This is an optimization exercise on Yosys and OpenROAD, whose aim is small area, not a production implementation.
At most, simulation tests tie the RTL to the original design; equivalence was not proved.
Power is estimated from default activity; no workload was simulated.

## yay0_dec
module yay0_dec (
    input  wire        clk,
    input  wire        rst,         
    input  wire        start,       
    input  wire [31:0] base,        
    input  wire [31:0] in_len,      
    input  wire [31:0] out_cap,     
    output wire        busy,
    output wire        done,        
    output wire [3:0]  err,         
    output wire [31:0] size,        
    output reg         in_re,
    output wire [31:0] in_addr,
    input  wire [7:0]  in_rdata,
    output reg         out_we,
    output wire [31:0] out_waddr,
    output wire [7:0]  out_wdata,
    output reg         out_re,
    output wire [31:0] out_raddr,
    input  wire [7:0]  out_rdata
);
    localparam [3:0] E_NONE   = 4'd0,
                     E_MAGIC  = 4'd1,
                     E_BOUNDS = 4'd4,
                     E_TRUNC  = 4'd5,
                     E_BADREF = 4'd8;
    localparam [4:0] S_CHK4  = 5'd0,    
                     S_HR    = 5'd1,    
                     S_HA    = 5'd2,    
                     S_CAP   = 5'd3,    
                     S_PADD  = 5'd4,    
                     S_KADD  = 5'd5,    
  ...
Size in the first run: roughly 270 flip-flops.
Settings: LEC_CHECK=0, ABC_AREA=1, CAP_MARGIN=20, CORE_MARGIN=2, CORE_UTILIZATION=40, SLEW_MARGIN=20; clock period 8.0 ns.
standard.sh (not shown) runs the stock make flow with config.mk's settings and CLKGATE_MAP_FILE= SYNTH_SCRIPT=/design/flow/synth_recipe.tcl, a recipe that flattens the netlist after the stock synthesis.
==> flow/flow/run.sh <==
#!/bin/bash
# The standard layout, with the port buffers made from the smallest buffer cell.
set -euo pipefail
bash standard.sh "BUFFER_PORTS_ARGS=-buffer_cell sky130_fd_sc_hd__buf_1" finish > standard.log 2>&1
==> next run, changes <==
==> flow/flow/run.sh (replaced) <==
#!/bin/bash
# The standard layout with three changes:
#  - synthesis maps the logic with an area-only ABC script (flow/synth.tcl);
#  - the port buffers are made from the smallest buffer cell;
#  - the clock tree uses larger clusters and no dummy loads.
# Each make run's full output is in its own log in this folder.
set -euo pipefail
export AREA_ABC_SCRIPT=$PWD/flow/abc_area.script
bash standard.sh "SYNTH_SCRIPT=$PWD/flow/synth.tcl" synth > synth.log 2>&1
bash standard.sh "BUFFER_PORTS_ARGS=-buffer_cell sky130_fd_sc_hd__buf_1" \
  "CTS_ARGS=-sink_clustering_enable -repair_clock_nets -dont_use_dummy_load -sink_clustering_size 16 -sink_clustering_max_diameter 60 -buf_list sky130_fd_sc_hd__clkbuf_8" \
  finish > layout.log 2>&1
==> flow/flow/abc_area.script (new file) <==
strash
dch -f
amap
topo
==> flow/flow/synth.tcl (new file) <==
# synth_recipe.tcl (the standard synthesis) with one change: ABC maps the logic
# with the area-only script in abc_area.script beside this file. The flip-flops
# are mapped before ABC runs, so the registers are the standard synthesis's.
proc synth {args} { yosys synth -nofsm -noshare {*}$args }
proc abc {args} {
  set i [lsearch -exact $args -script]
  if { $i >= 0 } { lset args [expr { $i + 1 }] $::env(AREA_ABC_SCRIPT) }
  yosys abc {*}$args
}
source $::env(SCRIPTS_DIR)/synth.tcl
# left out here: clear keep_hierarchy, flatten, clean up, hide names made inside functions, write 1_2_yosys.v
Outcome:
- total power came out lower by 13%
- worst setup slack loses 0.77 ns
- cell area went down by 10%
- clock power falls by 51%
- via count goes down by 9.9%
- combinational power barely changes
- register-to-register slack gets worse by 0.77 ns
- clock-buffer cell count decreases by 17
- maximum frequency drops by 10%
- utilization drops by 0.57 points
No functional check of the RTL was part of any run of this note.

---

The RTL this note starts from:
==> flow/design.v <==
module yay0_dec (
    input  wire        clk,
    input  wire        rst,         
    input  wire        start,       
    input  wire [31:0] base,        
    input  wire [31:0] in_len,      
    input  wire [31:0] out_cap,     
    output wire        busy,
    output wire        done,        
    output wire [3:0]  err,         
    output wire [31:0] size,        
    output reg         in_re,
    output wire [31:0] in_addr,
    input  wire [7:0]  in_rdata,
    output reg         out_we,
    output wire [31:0] out_waddr,
    output wire [7:0]  out_wdata,
    output reg         out_re,
    output wire [31:0] out_raddr,
    input  wire [7:0]  out_rdata
);
    localparam [4:0] S_CHK4  = 5'd0,    
                     S_HR    = 5'd1,    
                     S_HA    = 5'd2,    
                     S_CHK16 = 5'd3,    
                     S_CAP   = 5'd4,    
                     S_PADD  = 5'd5,    
                     S_KADD  = 5'd6,    
                     S_CADD  = 5'd7,    
                     S_CLR   = 5'd8,    
                     S_CF0   = 5'd9,    
                     S_CFN   = 5'd10,   
                     S_CR    = 5'd11,   
                     S_KCHK  = 5'd12,   
                     S_LRD   = 5'd13,   
                     S_LWR   = 5'd14,   
                     S_PCHK  = 5'd15,   
                     S_PHI   = 5'd16,   
                     S_PLO   = 5'd17,   
                     S_XCHK  = 5'd18,   
                     S_XRD   = 5'd19,   
                     S_SRC   = 5'd20,   
                     S_CRD   = 5'd21,   
                     S_CWR   = 5'd22,   
                     S_D0    = 5'b11000,
                     S_D1    = 5'b11001,
                     S_D4    = 5'b11010,
                     S_D5    = 5'b11011,
                     S_D8    = 5'b11100,
                     S_IDLE  = 5'b11111;
    reg [4:0]  state;
    reg [1:0]  ph;
    wire       ph0  = (ph == 2'd0);
    wire       ph1  = (ph == 2'd1);
    wire       last = (ph == 2'd3);
    reg [31:0] L;       
    reg [31:0] CP;      
    reg [31:0] PP;      
    reg [31:0] KP;      
    reg [31:0] OP;      
    reg [31:0] SZ;      
    reg [31:0] AD;      
    reg        ppov;          
    reg        kpov;          
    reg [7:0]  DATA;          
    reg [3:0]  DH;            
    reg [8:0]  CNT;           
    reg [8:0]  CB;            
    reg [1:0]  WB;            
    reg        c, bw, zacc;
    wire       idle = state[4] & state[3];
    assign busy      = ~idle;
    assign done      = idle & ~(state[2] & state[1] & state[0]);
    assign err       = {state[2], state[1], 1'b0, state[0]};
    assign size      = SZ;
    assign in_addr   = AD;
    assign out_raddr = AD;
    assign out_waddr = OP;
    assign out_wdata = DATA;
    function automatic is(input [4:0] st);
        is = (state == st);
    endfunction
    wire aCP   = is(S_CHK4) | is(S_CHK16) | is(S_CADD) | is(S_CF0) | is(S_CFN);
    wire aPP   = is(S_PADD) | is(S_PCHK);
    wire aKP   = is(S_KADD) | is(S_KCHK) | is(S_XCHK);
    wire aOP   = is(S_CAP) | is(S_SRC) | is(S_LWR) | is(S_CWR);
    wire aAD   = is(S_HA) | is(S_PHI) | is(S_CRD);
    wire bCP   = is(S_PADD) | is(S_KADD);
    wire bnD   = is(S_SRC);
    wire bnSZ  = is(S_CAP);
    wire k16   = is(S_CHK16) | is(S_CADD);
    wire k4    = is(S_CHK4) | is(S_CF0);
    wire k2    = is(S_PCHK);
    wire kw    = is(S_CFN);
    wire cin0  = is(S_CAP) | is(S_KCHK) | is(S_XCHK) | is(S_LWR) | is(S_CWR) | aAD;
    wire wCP   = is(S_CADD) | is(S_CF0);
    wire wPP   = is(S_PADD) | is(S_PCHK);
    wire wKP   = is(S_KADD) | is(S_KCHK) | is(S_XCHK);
    wire wOP   = is(S_CLR) | is(S_LWR) | is(S_CWR);
    wire adA   = is(S_CHK4) | is(S_CF0) | is(S_KCHK) | is(S_XCHK) | is(S_PCHK);
    wire adS   = is(S_SRC) | is(S_CFN) | aAD;
    wire [7:0] bK  = ph0 ? {({6{kw}} | {3'd0, k16, 1'b0, k4}),
                            (k2 | (kw & WB[1])), (kw & WB[0])}
                         : {8{kw}};
    wire [7:0] nDd = ph0 ? ~DATA : (ph1 ? {4'hF, ~DH} : 8'hFF);
    wire [7:0] da  = ({8{aCP}} & CP[7:0]) | ({8{aPP}} & PP[7:0]) |
                     ({8{aKP}} & KP[7:0]) | ({8{aOP}} & OP[7:0]) |
                     ({8{aAD}} & AD[7:0]);
    wire [7:0] db  = bK | ({8{bCP}} & CP[7:0]) |
                     ({8{bnD}} & nDd) | ({8{bnSZ}} & ~SZ[7:0]);
    wire       ci  = ph0 ? cin0 : c;
    wire [8:0] sum = {1'b0, da} + {1'b0, db} + {8'd0, ci};
    wire [7:0] s   = sum[7:0];
    wire       cout = sum[8];
    wire       bwi  = ph0 ? 1'b0 : bw;
    wire [8:0] ldif = {1'b0, L[7:0]} - {1'b0, s} - {8'd0, bwi};
    wire       bout = ldif[8];
    wire       trunc = cout | bout | (aPP & ppov) | (aKP & kpov);
    wire       ins   = is(S_HA) && (ph == CNT[1:0]);
    wire       insSZ = ins && (CNT[3:2] == 2'd2);
    wire       insPP = ins && (CNT[3:2] == 2'd1);
    wire       insKP = ins && (CNT[3:2] == 2'd0);
    wire [7:0] op_in = wOP ? s : OP[7:0];
    wire       zd    = (op_in == SZ[7:0]);
    wire       zend  = zacc & zd;           
    reg  [7:0] mexp;
    always @(*) begin
        case (CNT[1:0])
            2'd3: mexp = 8'h59;
            2'd2: mexp = 8'h61;
            2'd1: mexp = 8'h79;
            default: mexp = 8'h30;
        endcase
    end
    wire       cb_empty = (CB[7:0] == 8'd0);
    wire       cnt_end  = (CNT == 9'h1EE);
    always @(*) begin
        in_re  = ph0 & (is(S_HR) | is(S_CR) | is(S_LRD) | is(S_PHI) | is(S_PLO) | is(S_XRD));
        out_re = ph0 & is(S_CRD);
        out_we = ph0 & (is(S_LWR) | is(S_CWR));
    end
    wire go = start && idle;
    wire next = last && (is(S_CLR) || is(S_CR) || is(S_LWR) || (is(S_CWR) && cnt_end));
    always @(posedge clk) begin
        c    <= cout;
        bw   <= bout;
        zacc <= ph0 ? zd : (zacc & zd);
        L  <= go ? in_len  : {L[7:0], L[31:8]};
        CP <= go ? base    : {(wCP ? s : CP[7:0]), CP[31:8]};
        OP <= go ? out_cap : {op_in, OP[31:8]};
        PP <= {(insPP ? DATA : (wPP ? s : PP[7:0])), PP[31:8]};
        KP <= {(insKP ? DATA : (wKP ? s : KP[7:0])), KP[31:8]};
        SZ <= {(insSZ ? DATA : SZ[7:0]), SZ[31:8]};
        AD <= {(adS ? s : adA ? da : AD[7:0]), AD[31:8]};
        if (ph1) begin
            case (state)
                S_HR, S_LRD, S_PLO: DATA <= in_rdata;
                S_CRD: DATA <= out_rdata;
                default: ;
            endcase
        end
        if (ph1 && is(S_PHI)) begin
            DH  <= in_rdata[3:0];
            CNT <= {5'b11111, in_rdata[7:4]};
        end
        if (ph1 && is(S_XRD))
            CNT <= {1'b0, in_rdata};
        if ((ph0 && is(S_CWR)) || (last && is(S_HA)))
            CNT <= CNT - 9'd1;
        if (ph0 && is(S_HA) && CNT[3:2] == 2'd3 && DATA != mexp)
            ppov <= 1'b1;
        if (last && is(S_PADD)) ppov <= cout;
        if (last && is(S_KADD)) kpov <= cout;
        if (go) begin
            ppov <= 1'b0;
            CB   <= 9'd0;
            WB   <= 2'd0;
            CNT  <= 9'd15;
        end
        if (ph1 && is(S_CR))
            CB <= {in_rdata, 1'b1};
        if (last && (is(S_CF0) || is(S_CFN)))
            WB <= WB + 2'd1;
        if (next && !cb_empty && !zend)
            CB <= {CB[7:0], 1'b0};
    end
    always @(posedge clk) begin
        if (rst) begin
            state <= S_IDLE;
            ph    <= 2'd0;
        end else if (go) begin
            state <= S_CHK4;
            ph    <= 2'd0;
        end else begin
            ph <= ph + 2'd1;
            if (idle)
                state <= S_IDLE;
            else if (last) begin
                case (state)
                    S_CHK4:  state <= trunc ? S_D5 : S_HR;
                    S_HR:    state <= S_HA;
                    S_HA:    state <= (CNT[3:0] == 4'd12) ? S_CHK16 :
                                      (CNT[3:0] == 4'd0) ? S_CAP : S_HR;
                    S_CHK16: state <= ppov ? S_D1 : trunc ? S_D5 : S_HR;
                    S_CAP:   state <= cout ? S_PADD : S_D4;
                    S_PADD:  state <= S_KADD;
                    S_KADD:  state <= S_CADD;
                    S_CADD:  state <= S_CLR;
                    S_CF0:   state <= trunc ? S_D5 : S_CR;
                    S_CFN:   state <= S_CR;
                    S_KCHK:  state <= trunc ? S_D5 : S_LRD;
                    S_LRD:   state <= S_LWR;
                    S_PCHK:  state <= trunc ? S_D5 : S_PHI;
                    S_PHI:   state <= S_PLO;
                    S_PLO:   state <= (CNT[3:0] == 4'd0) ? S_XCHK : S_SRC;
                    S_XCHK:  state <= trunc ? S_D5 : S_XRD;
                    S_XRD:   state <= S_SRC;
                    S_SRC:   state <= !cout ? S_D8 : zend ? S_D4 : S_CRD;
                    S_CRD:   state <= S_CWR;
                    S_CLR, S_CR, S_LWR, S_CWR: begin
                        if (is(S_CWR) && !cnt_end)
                            state <= zend ? S_D4 : S_CRD;
                        else if (zend)
                            state <= S_D0;
                        else if (cb_empty)
                            state <= (WB == 2'd0) ? S_CF0 : S_CFN;
                        else
                            state <= CB[8] ? S_KCHK : S_PCHK;
                    end
                    default: state <= S_IDLE;
                endcase
            end
        end
    end
endmodule
Settings: LEC_CHECK=0, ABC_AREA=1, CAP_MARGIN=20, CORE_MARGIN=2, CORE_UTILIZATION=40, GPL_TIMING_DRIVEN=0, SLEW_MARGIN=20; clock period 8.0 ns.
==> flow/flow/run.sh <==
#!/bin/bash
# The standard layout with three changes:
#  - synthesis maps the logic with an area-only ABC script (flow/synth.tcl);
#  - the port buffers are made from the smallest buffer cell;
#  - the clock tree uses larger clusters and no dummy loads.
# Each make run's full output is in its own log in this folder.
set -euo pipefail
export AREA_ABC_SCRIPT=$PWD/flow/abc_area.script
bash standard.sh "SYNTH_SCRIPT=$PWD/flow/synth.tcl" synth > synth.log 2>&1
bash standard.sh REMOVE_ABC_BUFFERS=1 "BUFFER_PORTS_ARGS=-buffer_cell sky130_fd_sc_hd__buf_1" \
  "CTS_ARGS=-sink_clustering_enable -repair_clock_nets -dont_use_dummy_load -sink_clustering_size 16 -sink_clustering_max_diameter 60 -buf_list sky130_fd_sc_hd__clkbuf_8" \
  finish > layout.log 2>&1
==> flow/flow/abc_area.script <==
strash
dch -f
amap
topo
==> flow/flow/synth.tcl <==
# synth_recipe.tcl (the standard synthesis) with one change: ABC maps the logic
# with the area-only script in abc_area.script beside this file. The flip-flops
# are mapped before ABC runs, so the registers are the standard synthesis's.
proc synth {args} { yosys synth -nofsm -noshare {*}$args }
proc abc {args} {
  set i [lsearch -exact $args -script]
  if { $i >= 0 } { lset args [expr { $i + 1 }] $::env(AREA_ABC_SCRIPT) }
  yosys abc {*}$args
}
source $::env(SCRIPTS_DIR)/synth.tcl
# left out here: clear keep_hierarchy, flatten, clean up, hide names made inside functions, write 1_2_yosys.v
Rerun with:
--- a/flow/flow/run.sh
+++ b/flow/flow/run.sh
@@ -9,4 +9,4 @@
 bash standard.sh "SYNTH_SCRIPT=$PWD/flow/synth.tcl" synth > synth.log 2>&1
-bash standard.sh REMOVE_ABC_BUFFERS=1 "BUFFER_PORTS_ARGS=-buffer_cell sky130_fd_sc_hd__buf_1" \
-  "CTS_ARGS=-sink_clustering_enable -repair_clock_nets -dont_use_dummy_load -sink_clustering_size 16 -sink_clustering_max_diameter 60 -buf_list sky130_fd_sc_hd__clkbuf_8" \
+bash standard.sh "BUFFER_PORTS_ARGS=-buffer_cell sky130_fd_sc_hd__buf_1" \
+  "CTS_ARGS=-sink_clustering_enable -repair_clock_nets -dont_use_dummy_load -sink_clustering_size 32 -sink_clustering_max_diameter 80 -buf_list sky130_fd_sc_hd__clkbuf_16" \
   finish > layout.log 2>&1
Settings changed: GPL_TIMING_DRIVEN 0 to not set.
What happened: The changed run went through all stages and came out clean; worst hold slack gets better by 0.040 ns; clock power came out higher by 6.3%; routed wire length came out higher by 5.2%; critical path depth came out lower by 7; worst setup slack gets worse by 0.010 ns; sequential power is about the same; sequential share of layout area came out lower by 0.14 points; final cell count stays flat.

---

Setup of run a:
yay0_dec, a different RTL version from the one above (not shown whole).
Size in the first run: roughly 280 flip-flops, roughly 0.012 mm² of cells after synthesis.
==> flow/config.mk <==
export PLATFORM = sky130hd
export DESIGN_NAME = yay0_dec
export DESIGN_NICKNAME = yay0_dec
export VERILOG_FILES = /design/flow/design.v
export SDC_FILE = /design/flow/constraint.sdc
export NUM_CORES = 4
export LEC_CHECK = 0
export ABC_AREA = 1
export CAP_MARGIN = 20
export CORE_MARGIN = 2
export CORE_UTILIZATION = 60
export CTS_BUF_LIST = sky130_fd_sc_hd__clkbuf_4
export SLEW_MARGIN = 20
==> flow/constraint.sdc <==
create_clock -name core_clock -period 8.0 [get_ports {clk}]
set_input_delay 1.6000 -clock core_clock [delete_from_list [all_inputs] [get_ports {clk}]]
set_output_delay 1.6000 -clock core_clock [all_outputs]
set_load 0.01 [all_outputs]
run.sh (not shown) runs the stock make flow with config.mk's settings and CLKGATE_MAP_FILE= SYNTH_SCRIPT=/design/flow/synth_recipe.tcl, a recipe that flattens the netlist after the stock synthesis.
Stock flow here: none of the scripts above is used.
The flow did not stop early for run a: all stages ran, and the layout cleared the timing, design-rule and antenna checks.
Inputs modified between run a and run b:
# run a
export LEC_CHECK = 0
export ABC_AREA = 1
export CAP_MARGIN = 20
export CORE_MARGIN = 2
export CORE_UTILIZATION = 60
export CTS_BUF_LIST = sky130_fd_sc_hd__clkbuf_4
export SLEW_MARGIN = 20
create_clock -name core_clock -period 8.0 [get_ports {clk}]
# run b
export LEC_CHECK = 0
export ABC_AREA = 1
export CAP_MARGIN = 20
export CORE_MARGIN = 2
export CORE_UTILIZATION = 40
export SLEW_MARGIN = 20
create_clock -name core_clock -period 8.0 [get_ports {clk}]
## What came out
Run b went all the way through the flow, and no timing, DRC or antenna check failed. The worst path setup slack after routing of run b falls short of that of run a by 0.21 ns. Of run a and run b, the run reporting the higher die width was run b. Diff run b..run a | hold-critical path depth | unchanged. Relative to run a, the power share of the clock group of run b is higher by 2.2 points. Compared with run a, run b shows a initial core utilization that is 20 points lower. Comparing run a and run b, the higher maximum number of pins on one net before global-route repair was measured on run a. Net count reported at finish shrinks by a few percent when moving from run a to run b. Area share of buffers outside the clock network (run b over run a): decrease, 0.24 points. Number of buffers outside the clock class in the layout delta for run b relative to run a: 0.38% lower. Going from run a to run b, final-layout clock buffer total saw a decrease, combinational share of power lost 0.8 points.

## what the ideal ports hide
Ports are ideal in the flow. The routed layouts listed here were re-timed in OpenROAD. Step 1: set_driving_cell puts a clkbuf_16 on clk and a buf_2 on each other input, an assumption about the parent block. Step 2 times the ports against the registers' clock, not the clock port: input delays grow and output delays shrink by t, the midpoint of the rising clock arrivals with the driver on. a / b / c = no drivers / after step 1 / after step 2; a / b = the first two.
| run | t, ns | setup WS [ns] | worst setup path after step 2 | slew at the worst register clock pin (ns) | worst slew at a driven data input, ns |
|---|---|---|---|---|---|
| the first run of note 1 | 0.596 | 1.389 / 1.389 / 1.389 | register to register | 0.06 / 0.06 | 0.06 |
| the second run of note 1 | 0.576 | 0.620 / 0.620 / 0.620 | register to register | 0.10 / 0.10 | 0.07 |
| the first run of note 2 | 0.588 | 0.769 / 0.769 / 0.769 | register to register | 0.10 / 0.10 | 0.05 |
| the second run of note 2 | 0.527 | 0.759 / 0.759 / 0.759 | register to register | 0.11 / 0.11 | 0.06 |
| run a | 0.725 | 1.930 / 1.930 / 1.930 | register to register | 0.09 / 0.09 | 0.06 |
| run b | 0.613 | 1.724 / 1.724 / 1.724 | register to register | 0.07 / 0.07 | 0.07 |
After both steps setup and hold are still met in every run listed.
